This design comes from an exercise in tuning for small area, a short achievable clock period and few clock cycles per item on the open sky130 flow, not from production work. The RTL of this run was laid out without a check of its function. Power figures rest on the tool's default switching activity, not on a simulated workload.

[flow/run.sh]
#!/bin/bash
# synth_recipe.tcl (not shown) runs the flow's synth.tcl, then flattens the netlist and writes it again
# the make line also repeats each setting of config.mk as NAME=value (left out here)
make -C /OpenROAD-flow-scripts/flow DESIGN_CONFIG=/design/flow/config.mk WORK_HOME=/design/flow/orfs CLKGATE_MAP_FILE= SYNTH_SCRIPT=/design/flow/synth_recipe.tcl finish
[flow/config.mk]
export PLATFORM = sky130hd
export DESIGN_NAME = gpcf
export DESIGN_NICKNAME = gpcf
export VERILOG_FILES = /design/flow/design.v
export SDC_FILE = /design/flow/constraint.sdc
export NUM_CORES = 4
export LEC_CHECK = 0
export CAP_MARGIN = 20
export CORE_MARGIN = 2
export CORE_UTILIZATION = 40
export SLEW_MARGIN = 20
[flow/constraint.sdc]
create_clock -name core_clock -period 17.0 [get_ports {clk}]
set_input_delay 3.4000 -clock core_clock [delete_from_list [all_inputs] [get_ports {clk}]]
set_output_delay 3.4000 -clock core_clock [all_outputs]
set_load 0.01 [all_outputs]
[flow/design.v]
module gpcf_csum (
    input  wire [1:0] b0,
    input  wire [6:0] b2,
    input  wire [6:0] b3,
    output wire [6:0] sum
);
    assign sum = {5'd0, b0} + b2 + b3;
endmodule
module gpcf_div (
    input  wire [8:0] d,
    input  wire [4:0] s,
    output wire [4:0] q,
    output wire [4:0] r
);
    wire [5:0] t4 = {1'b0, d[8:4]} - {1'b0, s};
    assign q[4] = ~t4[5];
    wire [4:0] r4 = q[4] ? t4[4:0] : d[8:4];           
    wire [6:0] t3 = {1'b0, r4, d[3]} - {2'b0, s};
    assign q[3] = ~t3[6];
    wire [4:0] r3 = q[3] ? t3[4:0] : {r4[3:0], d[3]};
    wire [6:0] t2 = {1'b0, r3, d[2]} - {2'b0, s};
    assign q[2] = ~t2[6];
    wire [4:0] r2 = q[2] ? t2[4:0] : {r3[3:0], d[2]};
    wire [6:0] t1 = {1'b0, r2, d[1]} - {2'b0, s};
    assign q[1] = ~t1[6];
    wire [4:0] r1 = q[1] ? t1[4:0] : {r2[3:0], d[1]};
    wire [6:0] t0 = {1'b0, r1, d[0]} - {2'b0, s};
    assign q[0] = ~t0[6];
    assign r = q[0] ? t0[4:0] : {r1[3:0], d[0]};
endmodule
module gpcf (
    input  wire        clk,
    input  wire        rst,
    input  wire [4:0]  cfg_size,
    input  wire        cfg_white_sets,
    input  wire        cfg_reject_b2_bit3,
    input  wire        in_valid,
    output wire        in_ready,
    input  wire [2:0]  in_op,
    input  wire [31:0] in_data,
    input  wire [2:0]  in_kind,
    input  wire        in_seq,
    input  wire        in_ack,
    input  wire        in_colour,
    input  wire [7:0]  in_x,
    input  wire [7:0]  in_y,
    output reg         o_valid,
    output reg  [3:0]  o_ev,
    output reg  [1:0]  o_abort,
    output reg  [1:0]  o_status,
    output wire [7:0]  o_byte,
    output wire [31:0] o_frame,
    output wire [2:0]  o_kind,
    output wire [9:0]  o_value,
    output wire        o_seq,
    output wire        o_ack,
    output wire        o_colour,
    output wire [7:0]  o_x,
    output wire [7:0]  o_y
);
    localparam OP_RX_BYTE   = 3'd0;
    localparam OP_RX_END    = 3'd1;
    localparam OP_KILL      = 3'd2;
    localparam OP_TX_PACKET = 3'd3;
    localparam OP_TX_TALK   = 3'd4;
    localparam OP_PACK      = 3'd5;
    localparam OP_UNPACK    = 3'd6;
    localparam OP_DECODE    = 3'd7;
    localparam EV_NONE       = 4'd0;
    localparam EV_TALK       = 4'd1;
    localparam EV_PACKET     = 4'd2;
    localparam EV_FRAME_DROP = 4'd3;
    localparam EV_NOISE      = 4'd4;
    localparam EV_TERMINATED = 4'd5;
    localparam EV_REFUSED    = 4'd6;
    localparam EV_WIRE_PKT   = 4'd7;
    localparam EV_WIRE_TALK  = 4'd8;
    localparam EV_TX_BROKEN  = 4'd9;
    localparam EV_PACK       = 4'd10;
    localparam EV_UNPACK     = 4'd11;
    localparam EV_DECODE     = 4'd12;
    localparam EV_TERM_KILL  = 4'd13;
    assign in_ready = 1'b1;
    reg [4:0] size_q;
    reg       white_sets_q;
    reg       reject_q;
    always @(posedge clk)
        if (rst) begin
            size_q       <= cfg_size;
            white_sets_q <= cfg_white_sets;
            reject_q     <= cfg_reject_b2_bit3;
        end
    wire size_ok = (size_q != 5'd0) && (size_q <= 5'd22);
    reg  [1:0] cnt;       
    reg  [1:0] term;      
    reg  [1:0] fb0;       
    reg  [6:0] fb1, fb2;
    wire [7:0] rb  = in_data[7:0];
    wire       sof = (rb[7:2] == 6'd0);
    wire       hi  = rb[7];
    wire       tn  = (term == 2'd0);
    wire       rx  = (in_op == OP_RX_BYTE);
    wire       fin = rx && tn && hi && (cnt == 2'd3);    
    reg [3:0] ev1;
    reg [1:0] ab1;
    always @(*) begin
        ev1 = EV_NONE;
        ab1 = 2'd0;
        case (in_op)
            OP_RX_BYTE:
                if (!tn)              ev1 = EV_REFUSED;
                else if (sof)         ab1 = cnt;
                else if (!hi)         ev1 = EV_TALK;
                else if (cnt == 2'd0) ev1 = EV_NOISE;
                else if (cnt == 2'd3) ev1 = EV_PACKET;
            OP_RX_END: if (tn) begin ev1 = EV_TERMINATED; ab1 = cnt; end
            OP_KILL:   if (tn) begin ev1 = EV_TERM_KILL;  ab1 = cnt; end
            OP_TX_PACKET: ev1 = tn ? EV_WIRE_PKT  : EV_TX_BROKEN;
            OP_TX_TALK:   ev1 = tn ? EV_WIRE_TALK : EV_TX_BROKEN;
            OP_PACK:      ev1 = EV_PACK;
            OP_UNPACK:    ev1 = EV_UNPACK;
            default:      ev1 = EV_DECODE;
        endcase
    end
    always @(posedge clk) begin
        if (rst) begin
            cnt  <= 2'd0;
            term <= 2'd0;
        end else if (in_valid && tn) begin
            if (rx) begin
                if (sof) cnt <= 2'd1;
                else if (hi && cnt != 2'd0) cnt <= cnt + 2'd1;
            end else if (in_op == OP_RX_END || in_op == OP_KILL) begin
                cnt  <= 2'd0;
                term <= in_op[1:0];
            end
        end
    end
    always @(posedge clk) begin
        if (in_valid && tn && rx && sof)                   fb0 <= rb[1:0];
        if (in_valid && tn && rx && hi && cnt == 2'd1)     fb1 <= rb[6:0];
        if (in_valid && tn && rx && hi && cnt == 2'd2)     fb2 <= rb[6:0];
    end
    wire talk_bad = (in_data[15:7] != 9'd0) || (in_data[6:2] == 5'd0) || (in_data[6:0] == 7'h7F);
    wire talk_fix = (in_op == OP_TX_TALK) && talk_bad;
    wire pk_pass = (in_x == 8'hFF) && (in_y == 8'hFF);
    wire pk_big  = (in_x[7:5] != 3'd0) || (in_y[7:5] != 3'd0);
    wire pk_cbit = (in_colour == white_sets_q);
    wire [8:0] up_d    = in_data[8:0] - 9'd1;
    wire       up_zero = (in_data[8:0] == 9'd0);
    wire       up_col  = in_data[9] ~^ white_sets_q;
    reg [22:0] w1;
    reg        f1;      
    always @(*) begin
        w1 = {in_data[25:24], in_data[22:16], in_data[14:8], in_data[6:0]};
        f1 = (in_data[31:26] != 6'd0) || !in_data[23] || !in_data[15] || !in_data[7];
        if (talk_fix) w1[6:0] = 7'h3F;
        case (in_op)
            OP_RX_BYTE: begin
                w1[22:7] = {fb0, fb1, fb2};
                f1 = 1'b0;
            end
            OP_TX_PACKET: begin
                w1[22:21] = {in_ack, in_seq};
                w1[13:7]  = {in_kind, 1'b0, in_data[9:7]};
            end
            OP_PACK: begin
                w1[20:16] = in_x[4:0];
                w1[13:9]  = in_y[4:0];
                w1[22]    = pk_cbit;
                w1[21]    = pk_pass;
                f1        = pk_big;
            end
            OP_UNPACK: begin
                w1[20:12] = up_d;
                w1[22]    = up_col;
                w1[21]    = up_zero;
            end
            default: ;
        endcase
    end
    reg        r1_valid;
    reg [3:0]  r1_ev;
    reg [1:0]  r1_ab;
    reg [22:0] r1_w;
    reg        r1_f;
    always @(posedge clk) begin
        r1_valid <= in_valid && !rst;
        r1_ev    <= ev1;
        r1_ab    <= ab1;
        r1_w     <= w1;
        r1_f     <= f1;
    end
    wire [1:0] b0 = r1_w[22:21];
    wire [6:0] b1 = r1_w[20:14];
    wire [6:0] b2 = r1_w[13:7];
    wire [6:0] b3 = r1_w[6:0];
    wire [6:0] sum;
    gpcf_csum u_csum (.b0(b0), .b2(b2), .b3(b3), .sum(sum));
    wire [1:0] dstat = r1_f                   ? 2'd1 :
                       (reject_q && b2[3])    ? 2'd2 :
                       (sum != b1)            ? 2'd3 : 2'd0;
    wire [4:0] px = r1_w[20:16];
    wire [4:0] py = r1_w[13:9];
    wire       p_cbit = r1_w[22];
    wire       p_pass = r1_w[21];
    wire       p_in   = !r1_f && (px < size_q) && (py < size_q);
    wire [8:0] p_pos  = 9'd1 + px + py * size_q;
    wire [1:0] p_stat = !size_ok ? 2'd1 : p_pass ? 2'd0 : p_in ? 2'd0 : 2'd2;
    wire [9:0] p_val  = {p_cbit, p_pass ? 9'd0 : p_pos};
    wire [8:0] u_d    = r1_w[20:12];
    wire       u_col  = r1_w[22];
    wire       u_zero = r1_w[21];
    wire       u_ovf  = ({1'b0, u_d[8:5]} >= size_q);
    wire [4:0] u_q, u_r;
    gpcf_div u_div (.d(u_d), .s(size_q), .q(u_q), .r(u_r));
    wire       u_off  = u_ovf || (u_q >= size_q);
    wire [1:0] u_stat = !size_ok ? 2'd1 : u_zero ? 2'd0 : u_off ? 2'd2 : 2'd0;
    reg [3:0]  ev2;
    reg [1:0]  st2;
    reg [1:0]  fb0_2;       
    reg [6:0]  fb1_2;       
    reg [6:0]  fb2_2;       
    reg [6:0]  fb3_2;       
    reg        hi2;         
    reg        neg2;        
    always @(*) begin
        ev2   = r1_ev;
        st2   = 2'd0;
        fb0_2 = b0;
        fb1_2 = b1;
        fb2_2 = b2;
        fb3_2 = b3;
        hi2   = !(r1_ev == EV_TALK || r1_ev == EV_WIRE_TALK);
        neg2  = 1'b0;
        case (r1_ev)
            EV_PACKET: begin
                ev2 = (dstat == 2'd0) ? EV_PACKET : EV_FRAME_DROP;
                st2 = dstat;
            end
            EV_TERMINATED: st2 = 2'd1;
            EV_TERM_KILL: begin
                ev2 = EV_TERMINATED;
                st2 = 2'd2;
            end
            EV_WIRE_PKT: fb1_2 = sum;
            EV_DECODE: st2 = dstat;
            EV_PACK: begin
                st2 = p_stat;
                {fb2_2[2:0], fb3_2} = p_val;
            end
            EV_UNPACK: begin
                st2  = u_stat;
                neg2 = u_zero;
                fb1_2[5] = u_col;
                fb1_2[4:0] = u_zero ? 5'h1F : u_r;
                fb3_2[4:0] = u_zero ? 5'h1F : u_q;
            end
            default: ;
        endcase
    end
    reg [6:0] of1, of2, of3;
    reg [1:0] of0;
    reg       ohi, oneg;
    always @(posedge clk) begin
        o_valid  <= r1_valid && !rst;
        o_ev     <= ev2;
        o_abort  <= r1_ab;
        o_status <= st2;
        of0      <= fb0_2;
        of1      <= fb1_2;
        of2      <= fb2_2;
        of3      <= fb3_2;
        ohi      <= hi2;
        oneg     <= neg2;
    end
    assign o_frame  = {{6{oneg}}, of0, ohi, of1, ohi, of2, ohi, of3};
    assign o_byte   = {ohi, of3};
    assign o_kind   = of2[6:4];
    assign o_value  = {of2[2:0], of3};
    assign o_seq    = of0[0];
    assign o_ack    = of0[1];
    assign o_colour = of1[5];
    assign o_x      = {{3{oneg}}, of1[4:0]};
    assign o_y      = {{3{oneg}}, of3[4:0]};
endmodule
==> results.txt <==
registers in the layout, summed over array words and instances, names as in the netlist, 2 cells and up:
register / cells
r1_ab: 2
fb2: 7
size_q: 5
of0: 2
cnt: 2
r1_ev: 4
r1_w: 23
fb1: 7
o_abort: 2
term: 2
o_ev: 4
fb0: 2
of1: 7
o_status: 2
of2: 7
of3: 7
placed cells by master, fill, tap and decap left out, types with 4 or more instances in the layout:
cell               n
o22ai_1           14
nand2b_1          22
fa_1              22
clkdlybuf4s50_1  147
o21ai_0           44
nand3b_1           6
a21o_1            19
xnor2_1           26
a22o_1             6
edfxtp_1          23
mux2_2             5
o2bb2ai_1          7
nor2_1            60
nor4_1             7
a21oi_1           50
xor2_1            16
and3_1             7
a211oi_1           7
o211ai_1           6
and2_1             9
inv_1             60
mux2i_1            5
dfxtp_1           69
nor3_1            10
o31ai_1            4
nand4_1            7
nor2b_1           22
buf_4              4
ha_1              76
nand2_1           53
nand3_1           13
clkbuf_16          9
a31oi_1            6
logic make-up after synthesis:
family                     Yosys count  synth area share (%)
AOI/OAI and AO/OA                  193                  17.6
xor gates and xnor gates            42                  5.10
adders and majority gates           98                  19.3
buffers and inverters              138                  10.0
DFF                                 92                  28.7
muxes                               14                  2.20
other                                1                0.0520
and+or+nand+nor                    235                  17.0
power groups by stage:
stage / registers [mW] / logic, mW / clock network, mW
after global routing: 0.278 / 0.875 / 0.211
after CTS: 0.274 / 0.784 / 0.201
after global placement: 0.279 / 0.775 / 0
final: 0.274 / 0.784 / 0.196
after floorplan: 0.275 / 0.632 / 0
after detailed placement: 0.279 / 0.780 / 0
cell type report:
| cell class | count | area, µm² | share of cell area (%) |
|---|---|---|---|
| inverter | 61 | 229 | 2.60 |
| clock inverter | 5 | 43.8 | 0.498 |
| tap | 229 | 287 | 3.26 |
| timing repair buffer | 151 | 1500 | 17.1 |
| multi-input combinational | 583 | 4420 | 50.2 |
| clock buffer | 11 | 243 | 2.76 |
| sequential | 92 | 2070 | 23.6 |
worst max path at each step:
stage          slack (ns)  cells past startpoint                  end                 from
2_1_floorplan        7.55                     48  o_status[1]$_DFF_P_  size_q[1]$_DFFE_PP_
3_3_place_gp         6.72                     44  o_status[1]$_DFF_P_  size_q[1]$_DFFE_PP_
4_1_cts              6.40                     44  o_status[1]$_DFF_P_  size_q[1]$_DFFE_PP_
5_1_grt              5.44                     44  o_status[1]$_DFF_P_  size_q[1]$_DFFE_PP_
6_report             6.40                     44  o_status[1]$_DFF_P_  size_q[1]$_DFFE_PP_
3_5_place_dp         6.43                     44  o_status[1]$_DFF_P_  size_q[1]$_DFFE_PP_
metal layers:
metal | routed length (µm) | global-route usage, % | up-vias
li1 | - | - | 2978
met5 | 0 | 0 | -
met3 | 1220 | 4.99 | 22
met1 | 9710 | 30.3 | 2900
met2 | 9280 | 33.8 | 206
met4 | 389 | 5.59 | 0
critical path, delay by kind of cell (launching register included):
family                     cells  cell delay (ns)
DFF                            1             0.70
and+or+nand+nor               14             1.92
AOI/OAI and AO/OA             18             3.49
muxes                          4             1.72
adders and majority gates      6             2.16
buffers and inverters          2             0.47
==> flow_metrics.py <==
metrics = {
    "timing": {
        "hold_viol": 0,
        "skew_ns": 0.00594,
        "maxSlewViolCount": 0,
        "tightest_slew_ns": 0.933,
        "setup_tns_ns": 0,
        "period_needed_ns": 10.60,
        "fin_ws_ns": 6.40,
        "rsz0062_at_grt": "no",
        "setup_viol": 0,
        "timing.hold.ws_ns": 0.329,
        "slew_headroom_pct": 37.6,
        "period_share_pct": 62.4,
        "fmax_mhz": 94.3,
    },
    "worst_setup_path": {
        "endpoint_kind": "flop",
        "r2r-end": "o_status[1]$_DFF_P_",
        "r2r_cells": 44,
        "crit_path_max_fanout": 15,
        "slowest_stage": "edfxtp_1",
        "r2r-start": "size_q[1]$_DFFE_PP_",
        "cp_data_arrival_time_ns": 10.79,
        "crit_path_start_kind": "flop",
        "reg2reg_slack_ns": 6.40,
        "slowest_delay_ns": 0.70,
        "critPathKind": "reg -> reg",
        "required_ns": 17.19,
    },
    "floorplanning": {
        "die_h_um": 138,
        "floorplan.io_pins": 149,
        "die_width_um": 138,
        "die_area_mm2": 0.0191,
        "start_util_pct": 40.4,
        "rows": 49,
        "core_mm2": 0.0178,
    },
    "logic_synthesis": {
        "yosysWarnings": 1,
        "synth_common_cells": "76 x ha_1, 69 x dfxtp_1, 60 x inv_1, 60 x nor2_1, 53 x nand2_1",
        "synth_enable_flop_cells": 23,
        "synth_most_common_cell": "ha_1",
        "synth_top_cell_by_area": "dfxtp_1",
        "synth_area_mm2": 0.00721,
        "synth_top_area_share_pct": 19.2,
        "syn_nets": 978,
        "ys_ff_latch": 92,
        "synth.distinct_cells": 73,
        "async_flop_share_pct": 0,
        "synth_area_leaders": "dfxtp_1 19%, ha_1 13%, edfxtp_1 9.6%",
        "postSynthCellCount": 813,
        "synth_ff_type": "dfxtp_1",
        "yosysSeqAreaShare_pct": 28.7,
        "syn_area_per_cell_um2": 8.87,
    },
    "clock_network": {
        "root_buffer": "clkbuf_16",
        "htree_num_levels": 3,
        "cts_tree": "done",
        "clockBufferDepth": 2,
        "cts_setup_buffers": 0,
        "path_clk_slew_ns": 0.07,
        "clkSinkCount": 92,
        "clk-insertion-delay-late_ns": 0.35,
        "cts_inserted_buffers": 9,
        "post_cts_resized": 0,
        "hold_buffers": 0,
    },
    "drt": {
        "via_per_inst": 5.39,
        "vias": 6106,
        "final_antenna_net_count": 0,
        "remaining_drc_errors": 0,
        "dr.first_iter.drc_count": 416,
        "post_drt_wl_per_cell_um": 18.2,
        "drt_pass1_iterations": 5,
        "routed_wl_mm": 20.6,
    },
    "power": {
        "p_int_uw": 739,
        "power_density_mw_per_mm2": 143,
        "switching_share_pct": 41.1,
        "clkPwrFrac_pct": 15.7,
        "peakVddDrop_mv": 0.156,
        "power_frac_seq_pct": 21.8,
        "p_leak_nw": 3.70,
        "p_total_mw": 1.25,
        "pwr-share-comb_pct": 62.5,
        "p_sw_uw": 515,
    },
    "placement": {
        "pre_cts_slack_ns": 6.43,
        "dpl.cell_count": 1116,
        "finalWeightedCongestion": 0.918,
        "numPortBuffers": 147,
        "place_area_mm2": 0.00851,
        "dpl.hpwl_mm": 15.9,
    },
    "global_route": {
        "antenna_found_initial": 0,
        "grt_max_degree": 43,
        "track_usage_pct": 21.6,
        "grt_pass1_vias": 5831,
        "grt_pass1_wl_mm": 32.6,
        "grt-ovfl-total": 0,
    },
    "finish": {
        "syn2layout_area_growth_pct": 21.9,
        "drive_gt1_share_pct": 4.10,
        "final_area_mm2": 0.00879,
        "fill_cells": 1690,
        "final_cells": 1132,
        "n_antenna_cell": 0,
        "final_util_pct": 49.3,
        "final_net_count": 1063,
    },
    "worst_hold_path": {
        "min_path_cells": 0,
        "hp-class": "reg -> reg",
        "worstHoldStart": "r1_ab[1]$_DFF_P_",
        "min_to": "o_abort[1]$_DFF_P_",
    },
    "outcome": {
        "status": "no timing/DRC/antenna violations",
    },
    "run": {
        "max_cap_violations": 0,
    },
}

re-timing with driven ports:
Ports are ideal in the flow. The routed layout listed here was re-timed in OpenROAD. Step 1 assumes that a clkbuf_16 drives the clock port and a buf_2 every other input. Step 2 moves the port delays by t, midway between the first and last clock arrival at a register: inputs arrive t later, outputs are due t later. That takes back most of the time a late clock gives input paths. Three values: ideal, step 1, step 2; two values: the first two.
t, ns: 0.392
slack for setup (ns): 6.398 / 6.398 / 6.398
latest minus earliest clock arrival (ns): 0.008 / 0.007
pins driven straight from the clock port: 1
After both steps setup and hold are still met in this run. For this run, drivers alone change the setup slack by 0.000 ns; drivers and shift together by 0.000 ns.
